Context: an optimization exercise on an open-source flow, tuned for small area, a short achievable clock period and few clock cycles. The choices shown serve that exercise and are no tape-out recipe. Function was checked by simulation only, so behaviour that the tests miss may differ from the original.

==> flow/design.v (excerpt) <==
module cbs_rtb (
    input  wire          clk,
    input  wire          rst,
    input  wire          h_valid,
    input  wire [31:0]   h_data,
    output wire          ready,
    output reg           r_valid,
    output reg  [31:0]   r_data,
    input  wire          p_valid,
    input  wire [7:0]    p_data,
    input  wire          tick,
    output wire [31:0]   period_out,
    output wire [31:0]   duty_out
);
clock: 25.0 ns
lec_check: 0
abc_area: 1
cap_margin: 30
core_margin: 2
core_utilization: 40
place_density: 0.6
slew_margin: 20
synth_memory_max_bits: 65536
standard.sh (not shown) runs the stock make flow with config.mk's settings and CLKGATE_MAP_FILE= SYNTH_SCRIPT=/design/flow/synth_recipe.tcl, a recipe that flattens the netlist after the stock synthesis.
==> flow/flow/run.sh <==
#!/bin/bash
# The standard layout (the standard.sh: standard synthesis, then ORFS to
# finish), with the port buffers that placement inserts taken as buf_2 cells
# rather than the resizer's default pick, and timing repair asked to leave
# 17.5 ns of setup slack at the design's 25 ns clock (repair_timing
# -setup_margin), so that it also shortens paths that already meet it.
set -euo pipefail
export BUFFER_PORTS_ARGS="-buffer_cell sky130_fd_sc_hd__buf_2"
export SETUP_SLACK_MARGIN=17.5
bash standard.sh > standard.log 2>&1
Testbench counts at the start, summed over its fixed seeds: cycles 28,725.
==> next run, changes <==
==> flow/flow/run.sh (replaced) <==
#!/bin/bash
# The standard layout (the standard.sh: standard synthesis, then ORFS to
# finish), with the port buffers that placement inserts taken as buf_2 cells
# rather than the resizer's default pick, and timing repair asked to leave
# 19 ns of setup slack at the design's 25 ns clock (repair_timing
# -setup_margin), so that it also shortens paths that already meet it.
set -euo pipefail
export BUFFER_PORTS_ARGS="-buffer_cell sky130_fd_sc_hd__buf_2"
export SETUP_SLACK_MARGIN=19
bash standard.sh > standard.log 2>&1
- final area is higher by roughly a tenth
- final cell count is higher by a few percent
- count of clock-buffer cells in the layout is lower by 1
- core utilization is higher by 4.1 points
- routed wire length is higher by a little under a tenth
- worst setup slack gets better by 810 ps
==> next run, changes <==
==> flow/flow/run.sh (replaced) <==
#!/bin/bash
# The standard layout (the standard.sh: standard synthesis, then ORFS to
# finish), with the port buffers that placement inserts taken as buf_2 cells
# rather than the resizer's default pick, and timing repair asked to leave
# 18.0 ns of setup slack at the design's 25 ns clock (repair_timing
# -setup_margin), so that it also shortens paths that already meet it.
set -euo pipefail
export BUFFER_PORTS_ARGS="-buffer_cell sky130_fd_sc_hd__buf_2"
export SETUP_SLACK_MARGIN=18.0
bash standard.sh > standard.log 2>&1
Outcome: First-iteration DRC count is higher slightly; synthesized cell count stays the same; maximum frequency drops by a few percent; setup slack loses 430 ps; cell area fell by a few percent; hold slack barely changes; via count drops by a few percent.
==> next run, changes <==
==> flow/flow/run.sh (replaced) <==
#!/bin/bash
# The standard layout (the standard.sh: standard synthesis, then ORFS to
# finish), with the port buffers that placement inserts taken as buf_2 cells
# rather than the resizer's default pick, and timing repair asked to leave
# 18.3 ns of setup slack at the design's 25 ns clock (repair_timing
# -setup_margin), so that it also shortens paths that already meet it.
set -euo pipefail
export BUFFER_PORTS_ARGS="-buffer_cell sky130_fd_sc_hd__buf_2"
export SETUP_SLACK_MARGIN=18.3
bash standard.sh > standard.log 2>&1
After rerunning: Cell count came out higher by 0.33%. Worst setup slack improved by 290 ps. Die area is unchanged. First-iteration DRC count came out higher by 5.8%. Critical path depth came out higher by 13.

## east
Another version of the RTL of cbs_rtb (not shown whole).
For scale: about 1,400 flip-flops, roughly 140 I/O pins, about 110,000 µm² of cells after synthesis.
export LEC_CHECK = 0
export ABC_AREA = 1
export CAP_MARGIN = 20
export CORE_MARGIN = 2
export CORE_UTILIZATION = 40
export PLACE_DENSITY = 0.6
export SLEW_MARGIN = 20
export SYNTH_MEMORY_MAX_BITS = 65536
create_clock -name core_clock -period 25.0 [get_ports {clk}]
==> flow/flow/run.sh <==
#!/bin/bash
# The standard layout (the standard.sh: standard synthesis, then ORFS to
# finish), with the port buffers that placement inserts taken as buf_2 cells
# rather than the resizer's default pick.
set -euo pipefail
export BUFFER_PORTS_ARGS="-buffer_cell sky130_fd_sc_hd__buf_2"
bash standard.sh > standard.log 2>&1
Testbench counts of east, summed over its fixed seeds: cycles 28,818.
Inputs modified between east and south:
# east
export LEC_CHECK = 0
export ABC_AREA = 1
export CAP_MARGIN = 20
export CORE_MARGIN = 2
export CORE_UTILIZATION = 40
export PLACE_DENSITY = 0.6
export SLEW_MARGIN = 20
export SYNTH_MEMORY_MAX_BITS = 65536
create_clock -name core_clock -period 25.0 [get_ports {clk}]
# south
export LEC_CHECK = 0
export ABC_AREA = 1
export CAP_MARGIN = 30
export CORE_MARGIN = 2
export CORE_UTILIZATION = 40
export PLACE_DENSITY = 0.6
export SLEW_MARGIN = 20
export SYNTH_MEMORY_MAX_BITS = 65536
create_clock -name core_clock -period 25.0 [get_ports {clk}]
==> flow/run.sh (new file) <==
#!/bin/bash
# synth_recipe.tcl (not shown) runs the flow's synth.tcl, then flattens the netlist and writes it again
# the make line also repeats each setting of config.mk as NAME=value (left out here)
make -C /OpenROAD-flow-scripts/flow DESIGN_CONFIG=/design/flow/config.mk WORK_HOME=/design/flow/orfs CLKGATE_MAP_FILE= SYNTH_SCRIPT=/design/flow/synth_recipe.tcl finish
removed: flow/flow/run.sh
removed: flow/standard.sh
## What came out
- Between south and east, it is south whose area added between synthesis and finish is higher, by 0.72 points.
- The standard cells in south occupy more silicon area than those in east do.
- Summary of south over east: fmax has decreased; mean number of vias per cell has remained practically unchanged.

==> port drivers added, routing unchanged <==
The flow's constraints put no driver on any port. The routed layouts listed below were extracted and timed again, unchanged, in two steps. Step 1 sets driving cells, clkbuf_16 on the clock port and buf_2 on the other inputs (assumed; they add their load-dependent delay and slew). Step 2 moves the port delays by t, midway between the first and last clock arrival at a register: inputs arrive t later, outputs are due t later. That takes back most of the time a late clock gives input paths. Three values: ideal, step 1, step 2; two values: the first two.
run	t (ns)	setup slack, ns	hold WS [ns]	worst setup path at the end	worst slew at a driven data input, ns
the first run of note 1	0.950	17.643 / 17.655 / 16.706	0.316 / 0.316 / 0.316	input to register	0.18
the second run of note 1	0.959	18.450 / 18.424 / 17.517	0.323 / 0.323 / 0.323	input to register	0.23
the third run of note 1	0.963	18.022 / 17.920 / 17.186	0.325 / 0.325 / 0.325	input to register	0.23
the fourth run of note 1	0.954	18.307 / 18.217 / 17.394	0.324 / 0.324 / 0.324	input to register	0.21
east	0.974	16.996 / 17.059 / 16.085	0.325 / 0.325 / 0.325	input to register	0.18
south	0.988	16.684 / 16.684 / 16.033	0.324 / 0.324 / 0.324	input to register	0.17
After both steps every run listed still meets setup and hold. For the first run of note 1, which loses most, drivers alone change the setup slack by +0.012 ns; drivers and shift together by -0.937 ns.
